Background: an optimization exercise with open tools, aiming at a short achievable clock period and few clock cycles per item. Do not read the settings as production practice. At most, simulation tests tie the RTL to the original design; equivalence was not proved. No functional check of the RTL was part of run 3. Power figures rest on the tool's default switching activity, not on a simulated workload.

==> design.v <==
module ada_rx (
    input  wire        clk,
    input  wire        rst,         
    input  wire        in_valid,
    input  wire [7:0]  in_data,
    output wire        in_ready,
    output wire        out_valid,
    input  wire        out_ready,
    output wire [1:0]  out_kind,    
    output wire [31:0] out_data,
    output wire        out_last
);
    localparam [2:0] ERR_CRC           = 3'd1,
                     ERR_OVERSIZE      = 3'd2,
                     ERR_UNKNOWN_NAME  = 3'd3,
                     ERR_NAME_TOO_LONG = 3'd4,
                     ERR_RESYNC        = 3'd5,
                     ERR_MALFORMED     = 3'd6,
                     ERR_ALLOC         = 3'd7;
    localparam [1:0] KIND_ERR  = 2'd1,
                     KIND_HDR  = 2'd2,
                     KIND_WORD = 2'd3;
    function [31:0] crc_update(input [31:0] c_in, input [7:0] bb);
        integer k;
        reg [31:0] c;
        begin
            c = c_in ^ {24'd0, bb};
            for (k = 0; k < 8; k = k + 1)
                c = c[0] ? ((c >> 1) ^ 32'hEDB88320) : (c >> 1);
            crc_update = c;
        end
    endfunction
    reg        rst_q;
    reg        in_rdy;
    reg        v0;
    reg [7:0]  b0;
    reg [5:0]  rdw;       
    reg [5:0]  wcw;       
    reg [5:0]  ws;        
    reg [4:0]  erd;       
    reg [4:0]  ewr;       
    reg [4:0]  ewr_vis;   
    reg        ph_pay;
    wire [5:0] w_used  = ws - rdw;
    wire [4:0] e_used  = ewr - erd;
    wire       room    = (!ph_pay || w_used != 6'd32) && (e_used <= 5'd14);
    assign in_ready = in_rdy;
    always @(posedge clk) begin
        rst_q  <= rst;
        in_rdy <= !rst && room;
        v0     <= in_valid && in_rdy;
        b0     <= in_data;
    end
    reg         v1;
    reg [7:0]   b1;
    reg [127:0] ceq;       
    reg         is00;
    integer     ci;
    always @(posedge clk) begin
        v1   <= v0 && !rst_q;
        b1   <= b0;
        is00 <= (b0 == 8'h00);
        for (ci = 0; ci < 128; ci = ci + 1)
            ceq[ci] <= (b0 == ci);
    end
    reg [1:0]  ms;         
    reg        ph_seek, ph_name, ph_len, ph_crc;
    reg [13:0] npos;       
    reg [5:0]  nlen;       
    reg        nfull;      
    reg [15:0] m;          
    reg [15:0] e;          
    reg [3:0]  id;
    reg [1:0]  lcnt;
    reg [7:0]  l0;         
    reg        l0_gt50, l0_gt80;
    reg        l1_nz, l1_gtC3, l1_eqC3;
    reg        ov_pre, al_pre;
    reg        lay_s;      
    reg        is_fb;      
    reg [4:0]  fb_t;       
    reg [7:0]  rem;        
    reg        plast;      
    reg [1:0]  bidx;       
    reg [23:0] wacc;       
    reg [1:0]  widx;       
    reg [31:0] crc;
    reg        cok;        
    reg [1:0]  ccnt;
    reg        r_we;
    reg [4:0]  r_wa;
    reg [31:0] r_wd;
    reg        r_w0, r_w1;    
    reg        e_we;
    reg [3:0]  e_wa;
    reg [10:0] e_wd;
    reg        w0z, w0h, w1z, w1h;
    reg [4:0]  w0lo, w1lo;
    reg        fz2, fh2, fz3, fh3, fbok;
    reg [7:0]  fpa;
    reg [6:0]  fpb;
    reg [9:0]  fprod;
    always @(posedge clk) begin
        if (r_w0) begin
            w0z  <= (r_wd == 32'd0);
            w0h  <= (r_wd[31:5] == 27'd0);
            w0lo <= r_wd[4:0];
        end
        if (r_w1) begin
            w1z  <= (r_wd == 32'd0);
            w1h  <= (r_wd[31:5] == 27'd0);
            w1lo <= r_wd[4:0];
        end
        fz2   <= w0z || w1z;
        fh2   <= w0h && w1h;
        fpa   <= w0lo * w1lo[2:0];
        fpb   <= w0lo * w1lo[4:3];
        fz3   <= fz2;
        fh3   <= fh2;
        fprod <= {2'b00, fpa} + {fpb, 3'b000};
        fbok  <= fz3 ? (fb_t == 5'd0) : (fh3 && fprod == {5'd0, fb_t});
    end
    wire [15:0] m_app, e_app;
    assign m_app[0] = m[0] & (
        (npos[0] & ceq[8'h53]) |
        (npos[1] & ceq[8'h65]) |
        (npos[2] & ceq[8'h74]) |
        (npos[3] & ceq[8'h43]) |
        (npos[4] & ceq[8'h6F]) |
        (npos[5] & ceq[8'h6C]) |
        (npos[6] & ceq[8'h6F]) |
        (npos[7] & ceq[8'h72]));
    assign e_app[0] = m[0] & npos[7] & ceq[8'h72];
    assign m_app[1] = m[1] & (
        (npos[0] & ceq[8'h42]) |
        (npos[1] & ceq[8'h72]) |
        (npos[2] & ceq[8'h65]) |
        (npos[3] & ceq[8'h61]) |
        (npos[4] & ceq[8'h74]) |
        (npos[5] & ceq[8'h68]) |
        (npos[6] & ceq[8'h65]));
    assign e_app[1] = m[1] & npos[6] & ceq[8'h65];
    assign m_app[2] = m[2] & (
        (npos[0] & ceq[8'h47]) |
        (npos[1] & ceq[8'h72]) |
        (npos[2] & ceq[8'h61]) |
        (npos[3] & ceq[8'h64]) |
        (npos[4] & ceq[8'h69]) |
        (npos[5] & ceq[8'h65]) |
        (npos[6] & ceq[8'h6E]) |
        (npos[7] & ceq[8'h74]));
    assign e_app[2] = m[2] & npos[7] & ceq[8'h74];
    assign m_app[3] = m[3] & (
        (npos[0] & ceq[8'h4D]) |
        (npos[1] & ceq[8'h6F]) |
        (npos[2] & ceq[8'h76]) |
        (npos[3] & ceq[8'h69]) |
        (npos[4] & ceq[8'h6E]) |
        (npos[5] & ceq[8'h67]) |
        (npos[6] & ceq[8'h47]) |
        (npos[7] & ceq[8'h72]) |
        (npos[8] & ceq[8'h61]) |
        (npos[9] & ceq[8'h64]) |
        (npos[10] & ceq[8'h69]) |
        (npos[11] & ceq[8'h65]) |
        (npos[12] & ceq[8'h6E]) |
        (npos[13] & ceq[8'h74]));
    assign e_app[3] = m[3] & npos[13] & ceq[8'h74];
    assign m_app[4] = m[4] & (
        (npos[0] & ceq[8'h43]) |
        (npos[1] & ceq[8'h72]) |
        (npos[2] & ceq[8'h6F]) |
        (npos[3] & ceq[8'h73]) |
        (npos[4] & ceq[8'h73]) |
        (npos[5] & ceq[8'h46]) |
        (npos[6] & ceq[8'h61]) |
        (npos[7] & ceq[8'h64]) |
        (npos[8] & ceq[8'h65]));
    assign e_app[4] = m[4] & npos[8] & ceq[8'h65];
    assign m_app[5] = m[5] & (
        (npos[0] & ceq[8'h52]) |
        (npos[1] & ceq[8'h61]) |
        (npos[2] & ceq[8'h69]) |
        (npos[3] & ceq[8'h6E]) |
        (npos[4] & ceq[8'h62]) |
        (npos[5] & ceq[8'h6F]) |
        (npos[6] & ceq[8'h77]));
    assign e_app[5] = m[5] & npos[6] & ceq[8'h77];
    assign m_app[6] = m[6] & (
        (npos[0] & ceq[8'h46]) |
        (npos[1] & ceq[8'h69]) |
        (npos[2] & ceq[8'h72]) |
        (npos[3] & ceq[8'h65]));
    assign e_app[6] = m[6] & npos[3] & ceq[8'h65];
    assign m_app[7] = m[7] & (
        (npos[0] & ceq[8'h54]) |
        (npos[1] & ceq[8'h77]) |
        (npos[2] & ceq[8'h69]) |
        (npos[3] & ceq[8'h6E]) |
        (npos[4] & ceq[8'h6B]) |
        (npos[5] & ceq[8'h6C]) |
        (npos[6] & ceq[8'h65]));
    assign e_app[7] = m[7] & npos[6] & ceq[8'h65];
    assign m_app[8] = m[8] & (
        (npos[0] & ceq[8'h4E]) |
        (npos[1] & ceq[8'h65]) |
        (npos[2] & ceq[8'h75]) |
        (npos[3] & ceq[8'h72]) |
        (npos[4] & ceq[8'h61]) |
        (npos[5] & ceq[8'h6C]) |
        (npos[6] & ceq[8'h44]) |
        (npos[7] & ceq[8'h72]) |
        (npos[8] & ceq[8'h6F]) |
        (npos[9] & ceq[8'h70]));
    assign e_app[8] = m[8] & npos[9] & ceq[8'h70];
    assign m_app[9] = m[9] & (
        (npos[0] & ceq[8'h57]) |
        (npos[1] & ceq[8'h61]) |
        (npos[2] & ceq[8'h74]) |
        (npos[3] & ceq[8'h65]) |
        (npos[4] & ceq[8'h72]) |
        (npos[5] & ceq[8'h44]) |
        (npos[6] & ceq[8'h72]) |
        (npos[7] & ceq[8'h6F]) |
        (npos[8] & ceq[8'h70]));
    assign e_app[9] = m[9] & npos[8] & ceq[8'h70];
    assign m_app[10] = m[10] & (
        (npos[0] & ceq[8'h53]) |
        (npos[1] & ceq[8'h74]) |
        (npos[2] & ceq[8'h61]) |
        (npos[3] & ceq[8'h72]) |
        (npos[4] & ceq[8'h74]) |
        (npos[5] & ceq[8'h52]) |
        (npos[6] & ceq[8'h61]) |
        (npos[7] & ceq[8'h69]) |
        (npos[8] & ceq[8'h6E]));
    assign e_app[10] = m[10] & npos[8] & ceq[8'h6E];
    assign m_app[11] = m[11] & (
        (npos[0] & ceq[8'h53]) |
        (npos[1] & ceq[8'h74]) |
        (npos[2] & ceq[8'h6F]) |
        (npos[3] & ceq[8'h70]) |
        (npos[4] & ceq[8'h52]) |
        (npos[5] & ceq[8'h61]) |
        (npos[6] & ceq[8'h69]) |
        (npos[7] & ceq[8'h6E]));
    assign e_app[11] = m[11] & npos[7] & ceq[8'h6E];
    assign m_app[12] = m[12] & (
        (npos[0] & ceq[8'h53]) |
        (npos[1] & ceq[8'h74]) |
        (npos[2] & ceq[8'h61]) |
        (npos[3] & ceq[8'h74]) |
        (npos[4] & ceq[8'h75]) |
        (npos[5] & ceq[8'h73]));
    assign e_app[12] = m[12] & npos[5] & ceq[8'h73];
    assign m_app[13] = m[13] & (
        (npos[0] & ceq[8'h45]) |
        (npos[1] & ceq[8'h6E]) |
        (npos[2] & ceq[8'h63]) |
        (npos[3] & ceq[8'h6F]) |
        (npos[4] & ceq[8'h64]) |
        (npos[5] & ceq[8'h65]) |
        (npos[6] & ceq[8'h64]) |
        (npos[7] & ceq[8'h42]) |
        (npos[8] & ceq[8'h75]) |
        (npos[9] & ceq[8'h66]) |
        (npos[10] & ceq[8'h66]) |
        (npos[11] & ceq[8'h65]) |
        (npos[12] & ceq[8'h72]));
    assign e_app[13] = m[13] & npos[12] & ceq[8'h72];
    assign m_app[14] = m[14] & (
        (npos[0] & ceq[8'h46]) |
        (npos[1] & ceq[8'h75]) |
        (npos[2] & ceq[8'h6C]) |
        (npos[3] & ceq[8'h6C]) |
        (npos[4] & ceq[8'h42]) |
        (npos[5] & ceq[8'h75]) |
        (npos[6] & ceq[8'h66]) |
        (npos[7] & ceq[8'h66]) |
        (npos[8] & ceq[8'h65]) |
        (npos[9] & ceq[8'h72]));
    assign e_app[14] = m[14] & npos[9] & ceq[8'h72];
    assign m_app[15] = m[15] & (
        (npos[0] & ceq[8'h53]) |
        (npos[1] & ceq[8'h70]) |
        (npos[2] & ceq[8'h65]) |
        (npos[3] & ceq[8'h65]) |
        (npos[4] & ceq[8'h64]) |
        (npos[5] & ceq[8'h54]) |
        (npos[6] & ceq[8'h65]) |
        (npos[7] & ceq[8'h73]) |
        (npos[8] & ceq[8'h74]));
    assign e_app[15] = m[15] & npos[8] & ceq[8'h74];
    wire       name_known = |e;
    wire [3:0] name_id = {|(e & 16'hFF00), |(e & 16'hF0F0),
                          |(e & 16'hCCCC), |(e & 16'hAAAA)};
    wire hit = (ms == 2'd3) && ceq[8'h41];
    wire b_nz     = !is00;
    wire oversize = b_nz || ov_pre;
    wire alloc    = b_nz || al_pre;
    wire crc_good = cok && (b1 == ~crc[7:0]);
    wire lay_ok   = is_fb ? fbok : lay_s;
    reg lay_s_n;
    always @* begin
        case (id)
            4'd0:  lay_s_n = (l0 >=  8) && (l0[1:0] == 2'd0);
            4'd1:  lay_s_n = (l0 == 12);
            4'd2:  lay_s_n = (l0 >= 12) && (l0[1:0] == 2'd0);
            4'd3:  lay_s_n = (l0 >= 12) && (l0[1:0] == 2'd0);
            4'd4:  lay_s_n = (l0 >=  4) && (l0[1:0] == 2'd0);
            4'd5:  lay_s_n = (l0 ==  8);
            4'd6:  lay_s_n = (l0 == 12);
            4'd7:  lay_s_n = (l0 == 16);
            4'd8:  lay_s_n = (l0 ==  4);
            4'd9:  lay_s_n = (l0 == 12);
            4'd10: lay_s_n = (l0 ==  8);
            4'd11: lay_s_n = (l0 ==  0);
            4'd12: lay_s_n = (l0 ==  0);
            4'd13: lay_s_n = (l0 >= 12) && (l0[2:0] == 3'd4);
            4'd14: lay_s_n = 1'b0;
            default: lay_s_n = (l0 == 0);
        endcase
    end
    wire       is_fb_n = (id == 4'd14) && (l0 >= 12) && (l0[1:0] == 2'd0);
    wire [7:0] l0_m12  = l0 - 8'd12;
    reg        ev_err;     
    reg        ev_hdr;     
    reg [2:0]  ev_code;
    always @* begin
        ev_err  = 1'b0;
        ev_hdr  = 1'b0;
        ev_code = 3'd0;
        if (hit) begin
            if (!ph_seek) begin
                ev_err = 1'b1; ev_code = ERR_RESYNC;
            end
        end else if (ph_name) begin
            if (is00) begin
                if (!name_known) begin
                    ev_err = 1'b1; ev_code = ERR_UNKNOWN_NAME;
                end
            end else if (nfull) begin
                ev_err = 1'b1; ev_code = ERR_NAME_TOO_LONG;
            end
        end else if (ph_len) begin
            if (lcnt == 2'd3) begin
                if (oversize) begin
                    ev_err = 1'b1; ev_code = ERR_OVERSIZE;
                end else if (alloc) begin
                    ev_err = 1'b1; ev_code = ERR_ALLOC;
                end
            end
        end else if (ph_crc) begin
            if (ccnt == 2'd3) begin
                if (!crc_good) begin
                    ev_err = 1'b1; ev_code = ERR_CRC;
                end else if (!lay_ok) begin
                    ev_err = 1'b1; ev_code = ERR_MALFORMED;
                end else
                    ev_hdr = 1'b1;
            end
        end
    end
    wire word_we = !hit && ph_pay && (bidx == 2'd3);
    always @(posedge clk) begin
        if (rst_q) begin
            ms      <= 2'd0;
            ph_seek <= 1'b1;
            ph_name <= 1'b0;
            ph_len  <= 1'b0;
            ph_pay  <= 1'b0;
            ph_crc  <= 1'b0;
            wcw     <= 6'd0;
            ws      <= 6'd0;
            ewr     <= 5'd0;
            r_we    <= 1'b0;
            r_w0    <= 1'b0;
            r_w1    <= 1'b0;
            e_we    <= 1'b0;
        end else begin
            r_we <= 1'b0;
            r_w0 <= 1'b0;
            r_w1 <= 1'b0;
            e_we <= 1'b0;
            if (v1) begin
                if (hit)                           ms <= 2'd0;
                else if (ceq[8'h7E])               ms <= 2'd1;
                else if (ms == 2'd1 && ceq[8'h41]) ms <= 2'd2;
                else if (ms == 2'd2 && ceq[8'h44]) ms <= 2'd3;
                else                               ms <= 2'd0;
                if (ev_err || ev_hdr) begin
                    e_we <= 1'b1;
                    e_wa <= ewr[3:0];
                    e_wd <= ev_hdr ? {1'b1, id, l0[7:2]} : {1'b0, 1'b0, ev_code, 6'd0};
                    ewr  <= ewr + 5'd1;
                end
                if (ev_err)
                    ws <= wcw;
                else if (ev_hdr)
                    wcw <= ws;
                else if (word_we) begin
                    r_we <= 1'b1;
                    r_wa <= ws[4:0];
                    r_wd <= {b1, wacc};
                    r_w0 <= (widx == 2'd0);
                    r_w1 <= (widx == 2'd1);
                    ws   <= ws + 6'd1;
                end
                if (hit) begin
                    ph_seek <= 1'b0; ph_name <= 1'b1; ph_len <= 1'b0;
                    ph_pay  <= 1'b0; ph_crc  <= 1'b0;
                end else if (ev_err || ev_hdr) begin
                    ph_seek <= 1'b1; ph_name <= 1'b0; ph_len <= 1'b0;
                    ph_pay  <= 1'b0; ph_crc  <= 1'b0;
                end else begin
                    if (ph_name && is00) begin
                        ph_name <= 1'b0;
                        ph_len  <= 1'b1;
                    end
                    if (ph_len && lcnt == 2'd3) begin
                        ph_len <= 1'b0;
                        if (l0 == 8'd0) ph_crc <= 1'b1;
                        else            ph_pay <= 1'b1;
                    end
                    if (ph_pay && plast) begin
                        ph_pay <= 1'b0;
                        ph_crc <= 1'b1;
                    end
                end
            end
        end
    end
    always @(posedge clk) begin
        if (v1) begin
            if (hit) begin
                npos  <= 14'd1;
                nlen  <= 6'd0;
                nfull <= 1'b0;
                m     <= 16'hFFFF;
                e     <= 16'h0000;
            end else if (ph_name && !is00) begin
                npos  <= {npos[12:0], 1'b0};
                nlen  <= nlen + 6'd1;
                nfull <= (nlen == 6'd31);
                m     <= m_app;
                e     <= e_app;
            end
            if (ph_name && is00)
                id <= name_id;
            if (hit)
                lcnt <= 2'd0;
            else if (ph_len)
                lcnt <= lcnt + 2'd1;
            if (ph_len) begin
                case (lcnt)
                    2'd0: begin
                        l0      <= b1;
                        l0_gt50 <= (b1 > 8'h50);
                        l0_gt80 <= (b1 > 8'h80);
                    end
                    2'd1: begin
                        l1_nz   <= b_nz;
                        l1_gtC3 <= (b1 > 8'hC3);
                        l1_eqC3 <= (b1 == 8'hC3);
                    end
                    2'd2: begin
                        ov_pre <= b_nz || l1_gtC3 || (l1_eqC3 && l0_gt50);
                        al_pre <= b_nz || l1_nz || l0_gt80;
                        lay_s  <= lay_s_n;
                        is_fb  <= is_fb_n;
                        fb_t   <= l0_m12[6:2];
                    end
                    default: begin
                        rem   <= l0;
                        plast <= (l0 == 8'd1);
                        bidx  <= 2'd0;
                        widx  <= 2'd0;
                        cok   <= 1'b1;
                        ccnt  <= 2'd0;
                    end
                endcase
            end
            if (ph_pay) begin
                rem   <= rem - 8'd1;
                plast <= (rem == 8'd2);
                bidx  <= bidx + 2'd1;
                wacc  <= {b1, wacc[23:8]};
                if (bidx == 2'd3 && widx != 2'd2)
                    widx <= widx + 2'd1;
            end
            if (ph_crc) begin
                cok  <= crc_good;
                ccnt <= ccnt + 2'd1;
            end
            if (hit)
                crc <= 32'hFFFFFFFF;
            else if (ph_pay)
                crc <= crc_update(crc, b1);
            else if (ph_crc)
                crc <= {8'd0, crc[31:8]};
        end
    end
    reg [31:0] ring [0:31];
    always @(posedge clk)
        if (r_we) ring[r_wa] <= r_wd;
    reg [10:0] evq [0:15];
    always @(posedge clk)
        if (e_we) evq[e_wa] <= e_wd;
    reg        p_valid, h_valid;
    reg [1:0]  p_kind,  h_kind;
    reg [31:0] p_data,  h_data;
    reg        p_last,  h_last;
    reg [5:0]  wleft;      
    wire        ld    = !h_valid || out_ready;
    wire        e_av  = (erd != ewr_vis);
    wire [10:0] ev_rd = evq[erd[3:0]];
    wire        w_av   = (wleft != 6'd0);
    wire        n_val  = w_av || e_av;
    wire [1:0]  n_kind = w_av ? KIND_WORD : ev_rd[10] ? KIND_HDR : KIND_ERR;
    wire        n_last = w_av ? (wleft == 6'd1) : ev_rd[10] ? (ev_rd[5:0] == 6'd0) : 1'b1;
    wire [31:0] n_data = w_av      ? ring[rdw[4:0]] :
                         ev_rd[10] ? {18'd0, ev_rd[5:0], 4'd0, ev_rd[9:6]} :
                                     {29'd0, ev_rd[8:6]};
    always @(posedge clk) begin
        if (rst_q) begin
            ewr_vis <= 5'd0;
            erd     <= 5'd0;
            rdw     <= 6'd0;
            wleft   <= 6'd0;
            p_valid <= 1'b0;
            h_valid <= 1'b0;
        end else begin
            ewr_vis <= ewr;
            p_valid <= ld ? n_val : h_valid;
            h_valid <= ld ? n_val : p_valid;
            if (ld) begin
                if (w_av) begin
                    rdw   <= rdw + 6'd1;
                    wleft <= wleft - 6'd1;
                end else if (e_av) begin
                    erd   <= erd + 5'd1;
                    if (ev_rd[10])
                        wleft <= ev_rd[5:0];
                end
            end
        end
        {p_kind, p_last, p_data} <= ld ? {n_kind, n_last, n_data} : {h_kind, h_last, h_data};
        {h_kind, h_last, h_data} <= ld ? {n_kind, n_last, n_data} : {p_kind, p_last, p_data};
    end
    assign out_valid = p_valid;
    assign out_kind  = p_kind;
    assign out_data  = p_data;
    assign out_last  = p_last;
endmodule
==> flow/run.sh <==
#!/bin/bash
set -euo pipefail
bash standard.sh SETUP_SLACK_MARGIN=7.8 finish > standard.log 2>&1
==> standard.sh <==
#!/bin/bash
# synth_recipe.tcl (not shown) runs the flow's synth.tcl, then flattens the netlist and writes it again
# the make line also repeats each setting of config.mk as NAME=value (left out here)
make -C /OpenROAD-flow-scripts/flow DESIGN_CONFIG=/design/flow/config.mk WORK_HOME=/design/flow/orfs CLKGATE_MAP_FILE= SYNTH_SCRIPT=/design/flow/synth_recipe.tcl "${@:-finish}"
==> config.mk <==
export PLATFORM = sky130hd
export DESIGN_NAME = ada_rx
export DESIGN_NICKNAME = ada_rx
export VERILOG_FILES = /design/flow/design.v
export SDC_FILE = /design/flow/constraint.sdc
export NUM_CORES = 4
export LEC_CHECK = 0
export ABC_CLOCK_PERIOD_IN_PS = 3000
export CAP_MARGIN = 20
export CORE_MARGIN = 2
export CORE_UTILIZATION = 70
export CTS_CLUSTER_DIAMETER = 60
export CTS_CLUSTER_SIZE = 28
export SLEW_MARGIN = 20
==> constraint.sdc <==
create_clock -name core_clock -period 11.0 [get_ports {clk}]
set_input_delay 2.2000 -clock core_clock [delete_from_list [all_inputs] [get_ports {clk}]]
set_output_delay 2.2000 -clock core_clock [all_outputs]
set_load 0.01 [all_outputs]
==> impl_metrics.toml, run 1 <==
[logic_synthesis]
synth_most_common_cell = "edfxtp_1"
synth_async_sr_flop_share_pct = 0
yosys.area.top_type = "edfxtp_1"
yosysWarnings = 1
synthCells = 3444
synth_seq_cells = 1635
netlist_area_mm2 = 0.06356
synth_enable_flop_cells = 1419
syn_area_per_cell_um2 = 18.45
synth_area_leaders = "edfxtp_1 (67%), mux4_2 (12%), dfxtp_1 (6.8%), nand2_1 (1.1%), nor2_1 (1.1%)"
ys_dominant_reg_cell = "edfxtp_1"
synthTopCellsByCount = "edfxtp_1 (1419), mux4_2 (346), dfxtp_1 (216), nand2_1 (184), nor2_1 (181)"
syn_nets = 3515
ys_seq_area_share_pct = 73.85
synth_cell_types = 73
synth_top_cell_area_share_pct = 67.04

[die]
initial_core_util_pct = 70.61
placeableCoreArea_mm2 = 0.09001
row_count = 110
die_height_um = 305.3
die_area_mm2 = 0.09322
ios = 49
die_x_um = 305.3

[timing]
slew_headroom_pct = 25.33
min_period_over_period_pct = 31.14
finalClockSkew_ns = 0.03026
setup_viol = 0
slew_violations = 0
tns_ns = 0
fin_hold_ws_ns = 0.3334
period_needed_ns = 3.426
hold_viol = 0
rsz0062_at_grt = "yes"
worstMarginPinSlew_ns = 1.116
max_freq_ghz = 0.2919

[route]
via_per_inst = 7.003
routed_wirelength_um = 152700
drtAntennaViolNets = 0
wl_per_cell_um = 31.71
drc_errors = 0
first_iter_violations = 5097
first_pass_iters = 6
vias = 33720

[clock_network]
cts_tree = "done"
h-tree-depth = 3
clock_latency_ns = 0.70
path_clk_slew_ns = 0.10
cts_made_buffers = 95
root_buffer = "clkbuf_16"
cts.sinks = 1635
clockBufferDepth = 3

[global_routing]
grt_pass1_vias = 33507
grt_max_degree = 71
grt_pass1_wl_um = 223600
antenna_found_initial = 1
grt_overflow = 0
grt_usage_pct = 33.30

[setup_path]
reg2reg_slack_ns = 7.91
cp.buffers_inverters = 1
path_class = "register to output port"
crit_arrival_ns = 1.23
required_ns = 8.80
cp_slowest_stage_delay_ns = 0.40
cp-start-kind = "register"
cp_cell_sequence = "buf_6"
critPathMaxFanout = 2
slowest_stage = "dfxtp_4"
endpoint_kind = "output port"
crit_family = "flip-flops"

[finish]
nNetsFinal = 3630
final_util_pct = 78.20
syn_to_final_growth_pct = 10.74
drive_gt1_share_pct = 22.45
n_antenna_cell = 0
final.fill_count = 4712

[pwr]
ir_worst_vdd_v = 0.0001916
power_mw = 13.76
power.density_mw_per_mm2 = 195.4
leakage_nw = 22.95

[job]
maxCapViolCount = 0

[place]
dp_hpwl_um = 81180
globalplace.congestion = 0.8646
io_buffer_count = 48

[status]
status = "complete, no violations"

[worst_hold_path]
hold_class = "register to register"
==> kinds of logic (layout without fill, tap and decap cells) <==
kind of cell	Yosys count	after routing	synth area share, %
buffers and inverters	214	407	1.350
xor gates and xnor gates	110	110	1.581
muxes	387	387	12.91
AOI/OAI and AO/OA	337	337	3.658
and+or+nand+nor	702	704	5.408
adders and majority gates	59	59	1.244
DFF	1635	1635	73.85
==> report_power, final <==
| part | leakage, nW | switching [mW] | internal, mW |
|---|---|---|---|
| Sequential | 14.6 | 0.163 | 6.82 |
| Clock | 1.68 | 2.25 | 1.87 |
| Combinational | 6.66 | 1.29 | 1.36 |
| Total | 23.0 | 3.71 | 10.0 |
==> state kept, by name, summed over array words and instances, names as in the netlist, 24 cells and up, named ones only <==
| signal | count |
|---|---|
| crc | 32 |
| ring | 1024 |
| ceq | 35 |
| h_data | 32 |
| wacc | 24 |
| p_data | 32 |
| evq | 176 |
| r_wd | 32 |
==> worst paths after layout <==
| check | start | cells past startpoint | end |
|---|---|---|---|
| worst min-delay path | fpa[2] | 0 | fprod[2] |
| worst max-delay path | p_data[4] | 1 | out_data[4] |
| worst max register to register | register | 8 | p_data[13] |
| worst min register to register | fpa[2] | 0 | fprod[2] |
==> placed cells by master (no fill, tap or decap), types with 20 or more instances in the layout <==
cell       netlist  layout
xor2_1          36      35
nor3_1          21      20
nor2b_1         27      25
a21oi_1         60      57
nand3_1         76      74
buf_4            2      88
nor2_4           0      32
a22oi_1         33      33
mux2i_1         37      37
o21ai_0         57      56
and2_1          51      48
nand2_1        184     184
and3_1          33      33
mux4_2         346     346
buf_6            0      41
dfxtp_2          0      33
dfxtp_1        216     165
inv_1           55      54
ha_1            52      52
nor2_1         181     147
a21o_1          59      59
nor4_1          32      32
nand4_1         20      20
xnor2_1         71      67
edfxtp_1      1419    1419
clkbuf_16        0      97
==> cell type report <==
type / count / area [um2] / share of cell area, %
inverter: 56 / 214.0 / 0.3040
multi-input combinational: 1597 / 16210 / 23.03
clock buffer: 106 / 2491 / 3.539
clock inverter: 71 / 1022 / 1.452
timing repair buffer: 174 / 1936 / 2.750
tap: 1176 / 1471 / 2.090
sequential: 1635 / 47040 / 66.84
==> repair_timing <==
item,4_1_cts,5_1_grt
pin swaps,1,2
hold buffers,0,0
cloned,7,0
buffers inserted,27,7
endpoints found under the setup margin,183,115
hold endpoints to repair,0,0
gates resized for setup,282,16
==> metal layers <==
layer,vias to the layer above,wire [um],track usage (%)
li1,13963,-,-
met1,17360,57120,47.95
met2,2102,74280,53.33
met3,293,16720,6.420
met4,2,4543,9.646
met5,-,14,0
==> per-stage QoR <==
step                      worst slack, ns  area, um2  instances
after floorplan                     7.764      63630       3444
after global placement              5.947      65770       4583
after detailed placement            5.872      65770       4583
after CTS                           7.543      70030       4794
after global routing                7.546      70390       4815
final                               7.574      70390       4815
Testbench counts, summed over its fixed seeds: cycles 48,250, bytes 47,847.
==> inputs of run 2 (changes only) <==
--- a/config.mk
+++ b/config.mk
@@ -8,7 +8,7 @@
 export ABC_CLOCK_PERIOD_IN_PS = 3000
 export CAP_MARGIN = 20
 export CORE_MARGIN = 2
-export CORE_UTILIZATION = 70
+export CORE_UTILIZATION = 55
 export CTS_CLUSTER_DIAMETER = 60
 export CTS_CLUSTER_SIZE = 28
 export SLEW_MARGIN = 20
==> run 2 against run 1 <==
  * Critical path depth unchanged
  * Cell area up 1.8%
  * Sequential power up 0.6%
  * Clock power up 16%
  * Register-to-register slack about the same
  * Clock skew up 0.00099 ns
  * Routed wire length up 3.9%
  * Combinational power about the same
  * Utilization down 16 points
  * Power up 4.9%
==> impl_metrics.toml, run 2 <==
[logic_synthesis]
synthTopCellsByCount = "edfxtp_1 (1419), mux4_2 (346), dfxtp_1 (216), nand2_1 (184), nor2_1 (181)"
yosysWarnings = 1
yosys.area.top_type = "edfxtp_1"
syn_area_per_cell_um2 = 18.45
synthCells = 3444
synth_top_cell_area_share_pct = 67.04
syn_nets = 3515
synth_async_sr_flop_share_pct = 0
netlist_area_mm2 = 0.06356
synth_enable_flop_cells = 1419
synth_cell_types = 73
ys_seq_area_share_pct = 73.85
synth_most_common_cell = "edfxtp_1"
synth_seq_cells = 1635
synth_area_leaders = "edfxtp_1 (67%), mux4_2 (12%), dfxtp_1 (6.8%), nand2_1 (1.1%), nor2_1 (1.1%)"
ys_dominant_reg_cell = "edfxtp_1"

[clock_network]
cts_made_buffers = 119
cts_tree = "done"
path_clk_slew_ns = 0.09
cts.sinks = 1635
clockBufferDepth = 3
root_buffer = "clkbuf_16"
h-tree-depth = 3
clock_latency_ns = 0.73
cts_hold_buf = 0

[die]
placeableCoreArea_mm2 = 0.1145
ios = 49
row_count = 124
initial_core_util_pct = 55.51
die_x_um = 343.9
die_area_mm2 = 0.1183
die_height_um = 343.9

[route]
first_iter_violations = 3779
drc_errors = 0
first_pass_iters = 6
routed_wirelength_um = 158700
wl_per_cell_um = 30.58
vias = 33166
drtAntennaViolNets = 0
via_per_inst = 6.392

[finish]
nNetsFinal = 3644
multi_input_area_mm2 = 0.01618
regArea_mm2 = 0.04707
reg_top3 = "ring (1024), evq (176), ceq (35)"
layout_commonest_cell = "edfxtp_1"
max_flop_register = "ring"
n_antenna_cell = 0
layout_common_cells = "edfxtp_1 (1419), mux4_2 (346), nand2_1 (183)"
final_util_pct = 62.55
largest_reg_flops = 1024
drive_gt1_share_pct = 23.28
final.fill_count = 8020
syn_to_final_growth_pct = 12.69

[timing]
hold_viol = 0
period_needed_ns = 3.450
slew_headroom_pct = 23.62
slew_violations = 0
setup_viol = 0
rsz0062_at_grt = "yes"
max_freq_ghz = 0.2899
worstMarginPinSlew_ns = 1.146
tns_ns = 0
finalClockSkew_ns = 0.03125
fin_hold_ws_ns = 0.3182
min_period_over_period_pct = 31.36

[global_routing]
grt_max_degree = 74
grt_pass1_vias = 33363
grt_overflow = 0
grt_usage_pct = 27.18
antenna_found_initial = 1
grt_pass1_wl_um = 229700

[setup_path]
required_ns = 8.80
cp_cell_sequence = "buf_6"
slowest_stage = "dfxtp_4"
crit_family = "flip-flops"
cp_slowest_stage_delay_ns = 0.40
cp.buffers_inverters = 1
crit_arrival_ns = 1.25
path_class = "register to output port"
critPathMaxFanout = 2
endpoint_kind = "output port"
cp-start-kind = "register"

[place]
dp_hpwl_um = 84610
globalplace.congestion = 0.8311
io_buffer_count = 48

[pwr]
power.density_mw_per_mm2 = 201.5
leakage_nw = 23.35
ir_worst_vdd_v = 0.0001755
power_mw = 14.43

[status]
status = "complete, no violations"

[worst_hold_path]
hold_class = "register to register"

[job]
maxCapViolCount = 0
-- run 2: cell counts after synthesis --
Identical to the previous run, type by type.
-- run 2: area by class of cell --
class / count / area share, %
tap: 1512 / 2.641
clock buffer: 133 / 4.481
sequential: 1635 / 65.72
timing repair buffer: 165 / 2.690
multi-input combinational: 1596 / 22.58
clock inverter: 92 / 1.579
inverter: 56 / 0.3005
-- run 2: path summary, 6_finish.rpt --
check        startpoint            to  slack, ns  cells after the start
max          p_data[21]  out_data[21]       7.55                      1
min              fpa[0]      fprod[0]       0.32                      0
max reg2reg      crc[3]         ws[5]       7.90                      9
min reg2reg      fpa[0]      fprod[0]       0.32                      0
-- run 2: metal layers --
metal | vias to the layer above | share of wire [%] | track usage (%)
met5 | - | 0 | 0
met4 | 0 | 2.2 | 7.056
met3 | 239 | 7.3 | 3.384
met2 | 1356 | 48 | 43.50
met1 | 17542 | 42 | 40.28
li1 | 14029 | - | -
-- run 2: cell families (layout without fill, tap and decap cells) --
family          count (synthesis)  count (layout)  synth area share (%)
flops                        1635            1635                 73.85
simple gates                  702             703                 5.408
mux                           387             387                 12.91
compound gates                337             337                 3.658
buf+inv                       214             446                 1.350
xor+xnor                      110             110                 1.581
fa+ha+maj                      59              59                 1.244
-- run 2: metrics by stage --
stage | cell area (um2) | worst slack (ns) | cells
after floorplan | 63630 | 7.764 | 3444
after global placement | 66240 | 5.857 | 4922
after detailed placement | 66240 | 5.698 | 4922
after global routing | 71620 | 7.520 | 5189
after CTS | 71340 | 7.506 | 5175
final | 71620 | 7.550 | 5189
-- run 2: power breakdown --
part | total (mW) | switching, mW | internal [mW]
clock | 4.78 | 2.38 | 2.40
sequential | 7.02 | 0.193 | 6.82
combinational | 2.64 | 1.28 | 1.36
-- run 2: timing repair --
action,CTS,global route
resized for setup,287,14
gates cloned,7,2
setup endpoints to repair,205,116
setup buffers,21,1
pin swaps,3,2
==> inputs of run 3 (changes only) <==
--- a/design.v
+++ b/design.v
@@ -511,6 +511,14 @@
     reg [31:0] p_data,  h_data;
     reg        p_last,  h_last;
     reg [5:0]  wleft;      
+    reg [31:0] rsel;       
+    reg [31:0] ring_rd;
+    integer    ri;
+    always @* begin
+        ring_rd = 32'd0;
+        for (ri = 0; ri < 32; ri = ri + 1)
+            ring_rd = ring_rd | (ring[ri] & {32{rsel[ri]}});
+    end
     wire        ld    = !h_valid || out_ready;
     wire        e_av  = (erd != ewr_vis);
     wire [10:0] ev_rd = evq[erd[3:0]];
@@ -518,7 +526,7 @@
     wire        n_val  = w_av || e_av;
     wire [1:0]  n_kind = w_av ? KIND_WORD : ev_rd[10] ? KIND_HDR : KIND_ERR;
     wire        n_last = w_av ? (wleft == 6'd1) : ev_rd[10] ? (ev_rd[5:0] == 6'd0) : 1'b1;
-    wire [31:0] n_data = w_av      ? ring[rdw[4:0]] :
+    wire [31:0] n_data = w_av      ? ring_rd :
                          ev_rd[10] ? {18'd0, ev_rd[5:0], 4'd0, ev_rd[9:6]} :
                                      {29'd0, ev_rd[8:6]};
     always @(posedge clk) begin
@@ -526,6 +534,7 @@
             ewr_vis <= 5'd0;
             erd     <= 5'd0;
             rdw     <= 6'd0;
+            rsel    <= 32'd1;
             wleft   <= 6'd0;
             p_valid <= 1'b0;
             h_valid <= 1'b0;
@@ -536,6 +545,7 @@
             if (ld) begin
                 if (w_av) begin
                     rdw   <= rdw + 6'd1;
+                    rsel  <= {rsel[30:0], rsel[31]};
                     wleft <= wleft - 6'd1;
                 end else if (e_av) begin
                     erd   <= erd + 5'd1;
--- a/config.mk
+++ b/config.mk
@@ -8,7 +8,7 @@
 export ABC_CLOCK_PERIOD_IN_PS = 3000
 export CAP_MARGIN = 20
 export CORE_MARGIN = 2
-export CORE_UTILIZATION = 55
+export CORE_UTILIZATION = 70
 export CTS_CLUSTER_DIAMETER = 60
 export CTS_CLUSTER_SIZE = 28
 export SLEW_MARGIN = 20
==> run 3 against run 2 <==
  * Sequential share of layout area up 3.2 points
  * Via count increased by 15%
  * Routed wire length is 13% higher
  * Power fell by 12%
  * Combinational power fell by 48%
  * Clock power decreased by 7.9%
  * Global-route usage rose by 12 points
  * Die area is 23% lower
  * Register-to-register slack worse by 0.08 ns
  * Worst setup slack better by 0.048 ns
  * Largest cell class unchanged
  * Hold slack improved by 0.010 ns
==> impl_metrics.toml, run 3 <==
[route]
drc_errors = 0
vias = 38290
wl_per_cell_um = 34.20
first_iter_violations = 7045
routed_wirelength_um = 178600
drtAntennaViolNets = 0
first_pass_iters = 8
via_per_inst = 7.332

[finish]
multi_input_area_mm2 = 0.01417
regArea_mm2 = 0.04757
drive_gt1_share_pct = 14.28
syn_to_final_growth_pct = 10.89
max_flop_register = "ring"
reg_top3 = "ring (1024), evq (176), ceq (35)"
layout_commonest_cell = "edfxtp_1"
layout_common_cells = "edfxtp_1 (1419), a22oi_1 (540), nand2_1 (227)"
nNetsFinal = 4039
fin_cells = 5222
largest_reg_flops = 1024
final.fill_count = 4814

[global_routing]
grt_usage_pct = 39.32
grt_pass1_vias = 36360
grt_pass1_wl_um = 252300
grt_max_degree = 79
grt_overflow = 0
antenna_found_initial = 6

[logic_synthesis]
yosys.area.top_type = "edfxtp_1"
ys_dominant_reg_cell = "edfxtp_1"
syn_area_per_cell_um2 = 15.98
synthXorXnorAreaFrac_pct = 1.722
synth_compound_area_share_pct = 9.787
synth_cell_types = 81
synthTopCellsByCount = "edfxtp_1 (1419), a22oi_1 (540), dfxtp_1 (243), nand2_1 (228), clkbuf_1 (195)"
netlist_area_mm2 = 0.06221
synth_async_sr_flop_share_pct = 0
yosysWarnings = 1
syn_nets = 3965
synth_mux_area_share_pct = 2.108
synthAdderAreaFrac_pct = 1.291
synth_enable_flop_cells = 1419
synth_top_cell_area_share_pct = 68.50
synth_top_family_by_area = "compound AO/OA/AOI/OAI gates"
post_synth_and_or_nand_nor_area_fraction_pct = 7.082
ys_seq_area_share_pct = 76.32
synth_seq_cells = 1662
synthCells = 3893
synth_area_leaders = "edfxtp_1 (68%), dfxtp_1 (7.8%), a22oi_1 (6.5%), mux4_2 (1.7%), nand4_1 (1.5%)"
synth_most_common_cell = "edfxtp_1"

[setup_path]
critPathMaxFanout = 2
cp_slowest_stage_delay_ns = 0.37
reg2reg_slack_ns = 7.82
reg2reg_from = "r_wa[0]"
path_class = "register to output port"
slowest_stage = "dfxtp_2"
endpoint_kind = "output port"
crit_arrival_ns = 1.20
cp.buffers_inverters = 1
required_ns = 8.80
crit_family = "flip-flops"
cp_cell_sequence = "buf_6"
r2r_end = "ring[26][15]"
rr_worst_depth = 3
cp-start-kind = "register"

[die]
placeableCoreArea_mm2 = 0.08824
die_height_um = 302.1
ios = 49
die_area_mm2 = 0.09127
initial_core_util_pct = 70.50
row_count = 109
die_x_um = 302.1

[status]
status = "complete, no violations"

[timing]
hold_viol = 0
min_period_over_period_pct = 30.92
slew_headroom_pct = 10.70
tns_ns = 0
slew_violations = 0
worstMarginPinSlew_ns = 1.328
period_needed_ns = 3.401
finalClockSkew_ns = 0.03777
max_freq_ghz = 0.2940
setup_viol = 0
rsz0062_at_grt = "yes"

[clock_network]
cts.sinks = 1662
cts_made_buffers = 102
h-tree-depth = 3
path_clk_slew_ns = 0.10
root_buffer = "clkbuf_16"
cts_tree = "done"
cts_hold_buf = 0
clock_latency_ns = 0.74
clockBufferDepth = 3

[worst_hold_path]
holdPathEnd = "fprod[1]"
min_from = "fpa[1]"
holdPathStages = 0
hold_class = "register to register"

[pwr]
leakage_nw = 22.63
power.density_mw_per_mm2 = 185.1
p_seq_share_pct = 54.8
switching_share_pct = 26.06
p_clk_share_pct = 34.5
internal-power_mw = 9.440
power_switching_mw = 3.328
ir_worst_vdd_v = 0.0002073
comb_power_share_pct = 10.7

[job]
maxCapViolCount = 0

[place]
globalplace.congestion = 0.8612
dp_hpwl_um = 96580
place_inst = 4998
io_buffer_count = 48
run 3: cell types whose count changed after synthesis, sizes merged, moves of 27 or more:
cell    change
nand2      +44
a22oi     +507
buf        -36
clkbuf     +94
dfxtp      +27
mux4      -298
nand4     +126
a21oi      +32
run 3: worst register-to-register path: cells and delay by family (launching register included):
family,cells,cell delay (ns)
buffers and inverters,1,0.58
DFF,1,0.44
and+or+nand+nor,2,1.76
run 3: cells by family after synthesis:
logic type	count (synthesis)
flip-flops	1662
AND/OR/NAND/NOR	867
AO/OA/AOI/OAI	853
buffers and inverters	272
XOR/XNOR	109
multiplexers	70
adder cells (fa/ha/maj)	60
run 3: metal layers:
metal	up-vias	global-route usage [%]	part of all wire, %
li1	15542	-	-
met1	18820	56.87	35
met2	3323	57.50	44
met3	603	11.16	16
met4	2	15.88	4.6
met5	-	0	0.0062
run 3: power groups by stage:
stage,clock (mW),sequential (mW),combinational (mW)
4_1_cts,4.41,7.00,1.31
6_report,4.40,7.00,1.36
3_5_place_dp,0,7.12,1.16
5_1_grt,4.64,7.01,1.44
2_1_floorplan,0,7.11,0.671
3_3_place_gp,0,7.11,1.12
run 3: worst max-delay path by stage:
| stage | from | to | slack, ns | cells past startpoint |
|---|---|---|---|---|
| 2_1_floorplan | out_ready | h_data[18] | 7.80 | 5 |
| 3_3_place_gp | out_ready | rdw[5] | 6.72 | 7 |
| 3_5_place_dp | out_ready | rdw[5] | 6.71 | 7 |
| 4_1_cts | p_data[28] | out_data[28] | 7.56 | 1 |
| 5_1_grt | p_data[28] | out_data[28] | 7.55 | 1 |
| 6_report | p_data[28] | out_data[28] | 7.60 | 1 |
run 3: final cells by class:
| cell class | count | area share [%] |
|---|---|---|
| antenna | 2 | 0.007255 |
| clock buffer | 109 | 3.831 |
| clock inverter | 83 | 1.792 |
| inverter | 56 | 0.3047 |
| multi-input combinational | 1961 | 20.54 |
| sequential | 1662 | 68.95 |
| tap | 1165 | 2.113 |
| timing repair buffer | 184 | 2.465 |
run 3: through the flow:
step / setup WS [ns] / power (mW) / utilization [%] / hold WS, ns / area [um2]
3_5_place_dp: 6.708 / 8.282 / 73.12 / 0.3121 / 64520
2_1_floorplan: 7.804 / 7.785 / - / 0.3096 / 62250
5_1_grt: 7.554 / 13.10 / 78.17 / 0.3422 / 68980
3_3_place_gp: 6.724 / 8.234 / 73.10 / 0.3114 / 64500
6_report: 7.599 / 12.77 / 78.18 / 0.3282 / 68980
4_1_cts: 7.564 / 12.72 / 77.89 / 0.3276 / 68730
run 3: repair_timing:
| item | 4_1_cts | 5_1_grt |
|---|---|---|
| gates cloned | 3 | 1 |
| setup buffers | 15 | 3 |
| endpoints found under the setup margin | 204 | 97 |
| pin swaps | 0 | 2 |
| resized for setup | 238 | 8 |
==> inputs of run 4 (changes only) <==
--- a/design.v
+++ b/design.v
@@ -47,7 +47,7 @@
     assign in_ready = in_rdy;
     always @(posedge clk) begin
         rst_q  <= rst;
-        in_rdy <= !rst && room;
+        in_rdy <= room;
         v0     <= in_valid && in_rdy;
         b0     <= in_data;
     end
--- a/config.mk
+++ b/config.mk
@@ -9,6 +9,7 @@
 export CAP_MARGIN = 20
 export CORE_MARGIN = 2
 export CORE_UTILIZATION = 70
+export CTS_BUF_LIST = sky130_fd_sc_hd__clkbuf_8 sky130_fd_sc_hd__clkbuf_16
 export CTS_CLUSTER_DIAMETER = 60
 export CTS_CLUSTER_SIZE = 28
 export SLEW_MARGIN = 20
==> run 4 against run 3 <==
  * Still clean
  * Sequential share of layout area rose by 0.32 points
  * Global-route usage fell by 0.57 points
  * Synthesized area fell by 0.56%
  * Power rose by 0.86%
  * Routed wire length fell by 1.1%
  * Critical endpoint unchanged
==> impl_metrics.toml, run 4 <==
[die]
ios = 49
die_height_um = 301.3
die_area_mm2 = 0.09077
row_count = 109
placeableCoreArea_mm2 = 0.08797
initial_core_util_pct = 70.32
die_x_um = 301.3

[pwr]
leakage_nw = 22.24
power_mw = 12.88
ir_worst_vdd_v = 0.0001699
power.density_mw_per_mm2 = 187.5

[status]
status = "complete, no violations"

[timing]
period_needed_ns = 3.432
finalClockSkew_ns = 0.05253
rsz0062_at_grt = "yes"
max_freq_ghz = 0.2914
min_period_over_period_pct = 31.20
tns_ns = 0
hold_viol = 0
slew_headroom_pct = 21.09
worstMarginPinSlew_ns = 1.184
setup_viol = 0
slew_violations = 0

[clock_network]
clockBufferDepth = 3
path_clk_slew_ns = 0.09
cts_made_buffers = 103
cts.sinks = 1662
h-tree-depth = 3
cts_tree = "done"
clock_latency_ns = 0.75
cts_hold_buf = 0
root_buffer = "clkbuf_16"

[place]
globalplace.congestion = 0.8692
place_inst = 4937
dp_hpwl_um = 92830
io_buffer_count = 48

[logic_synthesis]
synth_async_sr_flop_share_pct = 0
synth_cell_types = 81
yosys.area.top_type = "edfxtp_1"
synthTopCellsByCount = "edfxtp_1 (1419), a22oi_1 (538), dfxtp_1 (243), nand2_1 (200), clkbuf_1 (193)"
synth_seq_cells = 1662
netlist_area_mm2 = 0.06186
yosysWarnings = 1
synthCells = 3829
syn_area_per_cell_um2 = 16.16
ys_dominant_reg_cell = "edfxtp_1"
synth_enable_flop_cells = 1419
ys_seq_area_share_pct = 76.75
synth_area_leaders = "edfxtp_1 (69%), dfxtp_1 (7.9%), a22oi_1 (6.5%), mux4_2 (1.7%), nand4_1 (1.5%)"
synth_top_cell_area_share_pct = 68.88
synth_most_common_cell = "edfxtp_1"
syn_nets = 3901

[finish]
layout_commonest_cell = "edfxtp_1"
drive_gt1_share_pct = 14.31
nNetsFinal = 3978
largest_reg_flops = 1024
reg_top3 = "ring (1024), evq (176), ceq (35)"
fin_cells = 5164
max_flop_register = "ring"
layout_common_cells = "edfxtp_1 (1419), a22oi_1 (538), nand2_1 (198)"
syn_to_final_growth_pct = 11.05
final.fill_count = 4804

[route]
routed_wirelength_um = 176600
vias = 37734
first_iter_violations = 6534
drtAntennaViolNets = 0
via_per_inst = 7.307
drc_errors = 0
first_pass_iters = 14
wl_per_cell_um = 34.20

[worst_hold_path]
hold_class = "register to register"

[setup_path]
crit_arrival_ns = 1.23
cp.buffers_inverters = 1
required_ns = 8.80
slowest_stage = "dfxtp_4"
path_class = "register to output port"
endpoint_kind = "output port"
cp_cell_sequence = "buf_6"
cp_slowest_stage_delay_ns = 0.39
cp-start-kind = "register"
crit_family = "flip-flops"
critPathMaxFanout = 2

[global_routing]
antenna_found_initial = 3
grt_pass1_vias = 36404
grt_pass1_wl_um = 248000
grt_usage_pct = 38.75
grt_max_degree = 70
grt_overflow = 0

[job]
maxCapViolCount = 0
==> run 4: cell count changes in the layout (fill, tap and decap cells not counted), moves of 7 or more <==
cell,change
o22ai_1,+11
nand2_1,-29
nor3_1,-8
o21ai_0,-11
nor4_1,+10
xor2_1,+9
nor2_1,-14
a21o_1,+16
inv_1,+7
==> run 4: logic make-up after synthesis <==
logic type	share of synthesized area [%]
flops	76.75
compound gates	9.876
simple gates	6.687
buf+inv	1.671
xor+xnor	1.657
mux	2.065
fa+ha+maj	1.299
==> run 4: repair_timing <==
item | CTS | global route
hold endpoints to repair | 0 | 0
setup buffers | 9 | 8
endpoints found under the setup margin | 166 | 127
pin swaps | 0 | 3
resized for setup | 248 | 13
cloned | 1 | 3
==> run 4: worst paths after layout <==
kind	from	endpoint	slack [ns]	cells after the start
setup / recovery	p_data[28]	out_data[28]	7.57	1
hold / removal	fh2	fh3	0.33	0
setup reg to reg	r_wa[1]	ring[25][4]	7.93	3
hold reg to reg	fh2	fh3	0.33	0
==> run 4: report_power, final <==
group          switching (mW)  internal, mW  leakage, nW
sequential              0.122          6.90         14.6
combinational           0.820         0.580         5.79
clock                    2.37          2.09         1.89
==> run 4: stage by stage <==
| step | area [um2] | worst slack (ns) | util (%) | hold slack [ns] |
|---|---|---|---|---|
| 2_1_floorplan | 61950 | 7.693 | - | 0.3096 |
| 3_3_place_gp | 64160 | 6.547 | 72.93 | 0.3180 |
| 3_5_place_dp | 64160 | 6.442 | 72.94 | 0.3175 |
| 4_1_cts | 68360 | 7.550 | 77.71 | 0.3351 |
| 5_1_grt | 68690 | 7.550 | 78.08 | 0.3364 |
| 6_report | 68690 | 7.568 | 78.09 | 0.3331 |
==> run 4: cell type report <==
cell class / count / area [um2] / area share, %
Clock inverter: 86 / 1187 / 1.729
Multi-Input combinational cell: 1899 / 13780 / 20.06
Tap cell: 1165 / 1458 / 2.122
Clock buffer: 109 / 2716 / 3.954
Inverter: 59 / 221.5 / 0.3224
Timing Repair Buffer: 181 / 1739 / 2.532
Sequential cell: 1662 / 47590 / 69.27
Antenna cell: 3 / 7.507 / 0.01093
==> run 4: per-layer routing <==
layer / GRT usage (%) / up-vias / routed length (um)
met1: 52.02 / 18737 / 59760
met2: 61.11 / 3157 / 83150
li1: - / 15294 / -
met5: 0 / - / 10
met4: 18.23 / 2 / 9206
met3: 8.926 / 544 / 24470
Testbench counts of run 4, summed over its fixed seeds: cycles 48,218, bytes 47,847.
==> inputs of run 5 (changes only) <==
--- a/config.mk
+++ b/config.mk
@@ -9,7 +9,6 @@
 export CAP_MARGIN = 20
 export CORE_MARGIN = 2
 export CORE_UTILIZATION = 70
-export CTS_BUF_LIST = sky130_fd_sc_hd__clkbuf_8 sky130_fd_sc_hd__clkbuf_16
 export CTS_CLUSTER_DIAMETER = 60
 export CTS_CLUSTER_SIZE = 28
 export SLEW_MARGIN = 20
==> run 5 against run 4 <==
  * Still clean
  * Hold slack hardly changed
  * Cell count hardly changed
  * Register-to-register slack hardly changed
  * Critical path depth stayed put
  * Utilization hardly changed
  * Sequential share of layout area hardly changed
  * Routed wire length hardly changed
  * Sequential cell count stayed put
  * Critical endpoint unchanged
  * Highest routed layer unchanged
==> impl_metrics.toml, run 5 <==
[logic_synthesis]
synthTopCellsByCount = "edfxtp_1 (1419), a22oi_1 (538), dfxtp_1 (243), nand2_1 (200), clkbuf_1 (193)"
synthCells = 3829
synth_top_cell_area_share_pct = 68.88
synth_cell_types = 81
synth_async_sr_flop_share_pct = 0
synth_area_leaders = "edfxtp_1 (69%), dfxtp_1 (7.9%), a22oi_1 (6.5%), mux4_2 (1.7%), nand4_1 (1.5%)"
syn_nets = 3901
synth_seq_cells = 1662
ys_seq_area_share_pct = 76.75
synth_enable_flop_cells = 1419
synth_most_common_cell = "edfxtp_1"
syn_area_per_cell_um2 = 16.16
yosysWarnings = 1
yosys.area.top_type = "edfxtp_1"
netlist_area_mm2 = 0.06186
ys_dominant_reg_cell = "edfxtp_1"

[die]
die_x_um = 301.3
initial_core_util_pct = 70.32
die_height_um = 301.3
row_count = 109
placeableCoreArea_mm2 = 0.08797
ios = 49
die_area_mm2 = 0.09077

[global_routing]
grt_usage_pct = 38.75
grt_pass1_wl_um = 248000
grt_pass1_vias = 36404
grt_max_degree = 70
grt_overflow = 0
antenna_found_initial = 3

[setup_path]
cp_cell_sequence = "buf_6"
path_class = "register to output port"
required_ns = 8.80
cp_slowest_stage_delay_ns = 0.38
reg2reg_slack_ns = 7.94
worst-path-stages = 1
crit_family = "flip-flops"
rr_worst_depth = 3
endpoint_kind = "output port"
critPathMaxFanout = 2
slowest_stage = "dfxtp_4"
cp.buffers_inverters = 1
crit_arrival_ns = 1.23
cp-start-kind = "register"

[finish]
max_flop_register = "ring"
layout_common_cells = "edfxtp_1 (1419), a22oi_1 (538), nand2_1 (198)"
syn_to_final_growth_pct = 11.04
drive_gt1_share_pct = 14.31
layout_commonest_cell = "edfxtp_1"
nNetsFinal = 3978
largest_reg_flops = 1024
fin_cells = 5162
reg_top3 = "ring (1024), evq (176), ceq (35)"

[clock_network]
h-tree-depth = 3
cts_hold_buf = 0
clock_latency_ns = 0.75
clockBufferDepth = 3
root_buffer = "clkbuf_16"
cts_made_buffers = 103
cts.sinks = 1662
path_clk_slew_ns = 0.09
cts_tree = "done"

[timing]
tns_ns = 0
finalClockSkew_ns = 0.05436
fin_hold_ws_ns = 0.3331
setup_viol = 0
slew_violations = 0
rsz0062_at_grt = "yes"
min_period_over_period_pct = 31.21
slew_headroom_pct = 22.33
worstMarginPinSlew_ns = 1.154
max_freq_ghz = 0.2913
period_needed_ns = 3.433
hold_viol = 0

[route]
drc_errors = 0
first_iter_violations = 6511
drtAntennaViolNets = 0
via_per_inst = 7.294
routed_wirelength_um = 176500
wl_per_cell_um = 34.20
vias = 37651
first_pass_iters = 8

[worst_hold_path]
holdPathStages = 0
hold_class = "register to register"

[status]
status = "complete, no violations"

[place]
place_inst = 4937
globalplace.congestion = 0.8692
dp_hpwl_um = 92830
io_buffer_count = 48

[pwr]
leakage_nw = 22.22
power.density_mw_per_mm2 = 187.5
ir_worst_vdd_v = 0.0001693

[job]
maxCapViolCount = 0
[run 5: cell count changes in the layout (fill, tap and decap cells not counted)]
cell | previous run | this run
inv_1 | 61 | 57
clkbuf_1 | 0 | 4
diode_2 | 3 | 1
[run 5: report_power, final]
part,internal (mW),switching [mW]
Clock,2.09,2.37
Sequential,6.90,0.122
Combinational,0.580,0.819
Total,9.57,3.31
[run 5: metrics by stage]
stage	utilization [%]	instance area (um2)	setup slack, ns	power (mW)
final	78.09	68690	7.567	12.88
after global routing	78.08	68690	7.550	13.19
after CTS	77.71	68360	7.550	12.75
after detailed placement	72.94	64160	6.442	8.284
after global placement	72.93	64160	6.547	8.223
after floorplan	-	61950	7.693	7.792
[run 5: worst paths after layout]
check,startpoint,to
worst max-delay path,p_data[28],out_data[28]
worst min-delay path,fh2,fh3
worst max register to register,r_wa[1],ring[25][0]
worst min register to register,fh2,fh3
[run 5: cells by family (layout without fill, tap and decap cells)]
logic type      count (synthesis)  after routing  share of synthesized area [%]
flops                        1662           1662                          76.75
other cells                     0              1                              0
simple gates                  808            808                          6.687
xor+xnor                      112            112                          1.657
mux                            67             67                          2.065
compound gates                852            852                          9.876
fa+ha+maj                      60             60                          1.299
buf+inv                       268            435                          1.671
[run 5: final cells by class]
cell class / instances / area (um2)
Antenna cell: 1 / 2.502
Timing Repair Buffer: 181 / 1739
Inverter: 59 / 221.5
Sequential cell: 1662 / 47590
Clock inverter: 82 / 1172
Clock buffer: 113 / 2731
Tap cell: 1165 / 1458
Multi-Input combinational cell: 1899 / 13780
Fill cell: 4804 / 19280
[run 5: per-layer routing]
metal	up-vias	GRT usage (%)	share of wire, %
met1	18638	52.02	33
met5	-	0	0.0057
met4	2	18.23	5.3
met3	563	8.926	14
li1	15285	-	-
met2	3163	61.11	47
[run 5: what timing repair did]
action | CTS | global route
pin swaps | 0 | 3
setup buffers | 9 | 8
endpoints found under the setup margin | 166 | 127
resized for setup | 248 | 13
gates cloned | 1 | 3
==> inputs of run 6 (changes only) <==
--- a/config.mk
+++ b/config.mk
@@ -8,7 +8,7 @@
 export ABC_CLOCK_PERIOD_IN_PS = 3000
 export CAP_MARGIN = 20
 export CORE_MARGIN = 2
-export CORE_UTILIZATION = 70
+export CORE_UTILIZATION = 85
 export CTS_CLUSTER_DIAMETER = 60
 export CTS_CLUSTER_SIZE = 28
 export SLEW_MARGIN = 20
==> run 6 against run 5 <==
  * Synthesized cell count stayed put
  * Synthesized area stayed put
  * The flow now stops in global routing
==> impl_metrics.toml, run 6 <==
[clock_network]
root_buffer = "clkbuf_16"
cts.sinks = 1662
clockBufferDepth = 3
cts_made_buffers = 78
cts_hold_buf = 0
h-tree-depth = 3

[die]
die_x_um = 273.8
ios = 49
die_height_um = 273.8
initial_core_util_pct = 86.24
row_count = 98

[place]
globalplace.congestion = 0.8974
place_area_mm2 = 0.06383
io_buffer_count = 48
dp_hpwl_um = 102200
pre_cts_ws_ns = 6.634

[global_routing]
grt_max_degree = 70
grt_overflow = 25
grt_usage_pct = 82.31

[logic_synthesis]
synth_seq_cells = 1662
synthTopCellsByCount = "edfxtp_1 (1419), a22oi_1 (538), dfxtp_1 (243), nand2_1 (200), clkbuf_1 (193)"
netlist_area_mm2 = 0.06186
synth_cell_types = 81
ys_dominant_reg_cell = "edfxtp_1"
synth_top_cell_area_share_pct = 68.88
synthCells = 3829
synth_area_leaders = "edfxtp_1 (69%), dfxtp_1 (7.9%), a22oi_1 (6.5%), mux4_2 (1.7%), nand4_1 (1.5%)"
synth_async_sr_flop_share_pct = 0
synth_most_common_cell = "edfxtp_1"
yosys.area.top_type = "edfxtp_1"
synth_enable_flop_cells = 1419
syn_area_per_cell_um2 = 16.16
yosysWarnings = 1
syn_nets = 3901
ys_seq_area_share_pct = 76.75

[status]
firstError = "[ERROR GRT-0232] Routing congestion too high. Check the congestion heatmap in the GUI."
status = "stopped before the end"
stop_stage = "global routing"

[timing]
worst_endpoint_kind = "primary output"
grt-worst-endpoint = "out_data[28]"
## run 6: cell counts after synthesis
No cell type changed its count.
## run 6: worst max-delay path by stage
| stage | end | depth (start not counted) | slack [ns] |
|---|---|---|---|
| 3_3_place_gp | rdw[5] | 7 | 6.74 |
| 2_1_floorplan | r_wa[0] | 7 | 7.69 |
| 3_5_place_dp | h_data[8] | 6 | 6.63 |
| 4_1_cts | out_data[26] | 1 | 7.60 |
## run 6: power groups by stage
| stage | clock network, mW | registers, mW | logic, mW |
|---|---|---|---|
| global placement | 0 | 7.13 | 1.06 |
| CTS | 3.52 | 7.05 | 1.46 |
| detailed placement | 0 | 7.15 | 1.15 |
| floorplan | 0 | 7.11 | 0.684 |
## run 6: repair_timing
item	in CTS
buffers inserted	10
gates resized for setup	254
cloned	2
endpoints found under the setup margin	212
## run 6: kinds of logic after synthesis
logic type | synth area share [%]
buf+inv | 1.671
fa+ha+maj | 1.299
mux | 2.065
simple gates | 6.687
xor+xnor | 1.657
flops | 76.75
compound gates | 9.876
## run 6: metrics by stage
stage          cells  util [%]
2_1_floorplan   3829         -
3_3_place_gp    4713     88.96
3_5_place_dp    4714     88.98
4_1_cts         4871     93.01
## run 6: per-layer routing
metal / track usage [%] / overflow
met1: 82.24 / 0
met2: 93.16 / 10
met5: 46.66 / 1
met3: 75.13 / 2
met4: 78.73 / 12
==> inputs of run 7 (changes only) <==
--- a/design.v
+++ b/design.v
@@ -541,7 +541,8 @@
         end else begin
             ewr_vis <= ewr;
             p_valid <= ld ? n_val : h_valid;
-            h_valid <= ld ? n_val : p_valid;
+            if (ld)
+                h_valid <= n_val;
             if (ld) begin
                 if (w_av) begin
                     rdw   <= rdw + 6'd1;
@@ -554,8 +555,9 @@
                 end
             end
         end
-        {p_kind, p_last, p_data} <= ld ? {n_kind, n_last, n_data} : {h_kind, h_last, h_data};
-        {h_kind, h_last, h_data} <= ld ? {n_kind, n_last, n_data} : {p_kind, p_last, p_data};
+        {p_kind, p_last, p_data} <= ld ? {n_kind, n_last, n_data} : ~{h_kind, h_last, h_data};
+        if (ld)
+            {h_kind, h_last, h_data} <= ~{n_kind, n_last, n_data};
     end
     assign out_valid = p_valid;
     assign out_kind  = p_kind;
--- a/config.mk
+++ b/config.mk
@@ -8,7 +8,7 @@
 export ABC_CLOCK_PERIOD_IN_PS = 3000
 export CAP_MARGIN = 20
 export CORE_MARGIN = 2
-export CORE_UTILIZATION = 85
+export CORE_UTILIZATION = 70
 export CTS_CLUSTER_DIAMETER = 60
 export CTS_CLUSTER_SIZE = 28
 export SLEW_MARGIN = 20
==> run 7 against run 6 <==
  * Synthesized area increased by 0.51%
  * Synthesized cell count decreased by 0.37%
  * The run now finishes clean
==> impl_metrics.toml, run 7 <==
[setup_path]
cp_cell_sequence = "buf_6"
slowest_stage = "dfxtp_4"
crit_arrival_ns = 1.17
crit_family = "flip-flops"
cp.buffers_inverters = 1
path_class = "register to output port"
required_ns = 8.80
critPathMaxFanout = 2
reg2reg_slack_ns = 7.94
endpoint_kind = "output port"
cp-start-kind = "register"
cp_slowest_stage_delay_ns = 0.37

[die]
placeableCoreArea_mm2 = 0.08824
die_area_mm2 = 0.09122
row_count = 109
ios = 49
die_x_um = 302.0
initial_core_util_pct = 70.46
die_height_um = 302.0

[finish]
layout_commonest_cell = "edfxtp_1"
reg_top3 = "ring (1024), evq (176), ceq (35)"
layout_common_cells = "edfxtp_1 (1454), a22oi_1 (544), nand2_1 (234)"
drive_gt1_share_pct = 12.72
syn_to_final_growth_pct = 10.12
largest_reg_flops = 1024
max_flop_register = "ring"
nNetsFinal = 3943
final.fill_count = 4844

[place]
io_buffer_count = 48
pre_cts_ws_ns = 6.250
dp_hpwl_um = 97210
globalplace.congestion = 0.8729

[status]
status = "complete, no violations"

[clock_network]
root_buffer = "clkbuf_16"
cts_tree = "done"
cts.sinks = 1661
cts_hold_buf = 0
clock_latency_ns = 0.72
h-tree-depth = 3
clockBufferDepth = 3
path_clk_slew_ns = 0.10
cts_made_buffers = 95

[route]
wl_per_cell_um = 34.60
via_per_inst = 7.349
vias = 37617
routed_wirelength_um = 177100
drtAntennaViolNets = 0
first_iter_violations = 6701
first_pass_iters = 8
drc_errors = 0

[timing]
max_freq_ghz = 0.2965
finalClockSkew_ns = 0.03867
rsz0062_at_grt = "yes"
setup_slack_ns = 7.627
hold_viol = 0
worstMarginPinSlew_ns = 1.199
tns_ns = 0
period_needed_ns = 3.373
min_period_over_period_pct = 30.67
slew_headroom_pct = 20.05
slew_violations = 0
fin_hold_ws_ns = 0.3374
setup_viol = 0

[logic_synthesis]
synth_cell_types = 81
ys_seq_area_share_pct = 76.89
syn_area_per_cell_um2 = 16.30
syn_nets = 3887
synth_most_common_cell = "edfxtp_1"
synth_seq_cells = 1661
synth_enable_flop_cells = 1454
synthCells = 3815
synth_async_sr_flop_share_pct = 0
synthTopCellsByCount = "edfxtp_1 (1454), a22oi_1 (544), nand2_1 (236), dfxtp_1 (207), clkbuf_1 (188)"
synth_top_cell_area_share_pct = 70.23
yosysWarnings = 1
synth_area_leaders = "edfxtp_1 (70%), dfxtp_1 (6.7%), a22oi_1 (6.6%), nand4_1 (1.5%), nand2_1 (1.4%)"
netlist_area_mm2 = 0.06217
ys_dominant_reg_cell = "edfxtp_1"
yosys.area.top_type = "edfxtp_1"

[pwr]
power_mw = 12.33
leakage_nw = 22.11
ir_worst_vdd_v = 0.0001858
power.density_mw_per_mm2 = 180.1

[global_routing]
antenna_found_initial = 2
grt_overflow = 0
grt_pass1_vias = 36237
grt_max_degree = 82
grt_usage_pct = 39.07
grt_pass1_wl_um = 250200

[job]
maxCapViolCount = 0

[worst_hold_path]
hold_class = "register to register"
## run 7: changes by cell type after synthesis, moves of 13 or more
cell,previous run,this run
mux4_2,48,34
dfxtp_1,243,207
edfxtp_1,1419,1454
mux2i_1,14,27
or4_1,4,26
a21o_1,79,15
nand2_1,200,236
mux4_1,0,20
nand3_1,48,64
nor2_1,165,151
nor4_1,59,36
o21ai_0,53,80
## run 7: per-layer routing
layer | up-vias | wire [um] | GRT usage, %
li1 | 15238 | - | -
met1 | 18547 | 57150 | 50.78
met5 | - | 27 | 0
met2 | 3157 | 84470 | 62.72
met4 | 4 | 11040 | 21.10
met3 | 671 | 24450 | 8.446
## run 7: timing repair
| item | CTS | global route |
|---|---|---|
| endpoints found under the setup margin | 240 | 102 |
| gates resized for setup | 212 | 23 |
| pin swaps | 0 | 3 |
| buffers inserted | 0 | 6 |
| gates cloned | 4 | 0 |
## run 7: power by group
group / total (mW) / internal, mW / switching, mW
Clock: 4.12 / 1.84 / 2.28
Combinational: 1.16 / 0.423 / 0.738
Sequential: 7.05 / 6.94 / 0.106
Total: 12.3 / 9.21 / 3.12
## run 7: path summary, 6_finish.rpt
check | start | end | cells past startpoint
worst max-delay path | h_valid | out_valid | 1
worst min-delay path | fpa[0] | fprod[0] | 0
worst max register to register | r_wa[1] | ring[1][2] | 3
worst min register to register | fpa[0] | fprod[0] | 0
## run 7: cell families (layout without fill, tap and decap cells)
kind of cell / after synthesis / count (layout) / synth area share, %
flops: 1661 / 1661 / 76.89
other cells: 0 / 1 / 0
fa+ha+maj: 60 / 60 / 1.292
simple gates: 836 / 836 / 6.873
compound gates: 793 / 793 / 9.012
mux: 83 / 83 / 2.548
xor+xnor: 112 / 112 / 1.650
buf+inv: 270 / 408 / 1.735
## run 7: stage by stage
stage	area (um2)	cells	util, %
finish	68460	5119	77.59
global placement	64390	4914	72.97
floorplan	62290	3815	-
global route	68460	5118	77.59
detailed placement	64390	4914	72.98
CTS	68090	5097	77.17
## run 7: final cells by class
type                    instances  area (um2)  area share, %
flip-flops and latches       1661       47890          69.95
multi-input cells            1884       13740          20.06
clock buffers                 105        2436          3.558
repair buffers                171        1650          2.411
well taps                    1165        1458          2.129
clock inverters                74        1064          1.553
inverters                      58       227.7         0.3326
diodes                          1       2.502       0.003655
Testbench counts of run 7, summed over its fixed seeds: cycles 48,218, bytes 47,847.

## port drivers added, routing unchanged
In the flow no input, the clock included, has a driving cell. The finished layouts below were timed again as built, in two steps. Step 1, drivers: a clkbuf_16 drives clk and a buf_2 each remaining input, both assumed. Step 2, shift: input delay + t, output delay - t, t = (earliest + latest rising clock arrival at the registers) / 2. This alone moves slack from input paths to output paths. Three values: ideal ports, drivers, drivers and shift; two values: the first two.
run | t, ns | slack for setup (ns)
run 1 | 0.762 | 7.574 / 7.502 / 7.190
run 2 | 0.786 | 7.550 / 7.481 / 7.154
run 3 | 0.794 | 7.599 / 7.531 / 7.188
run 4 | 0.783 | 7.568 / 7.504 / 7.463
run 5 | 0.784 | 7.567 / 7.503 / 7.458
run 7 | 0.769 | 7.627 / 7.558 / 7.101
After both steps setup and hold are still met in every run listed.
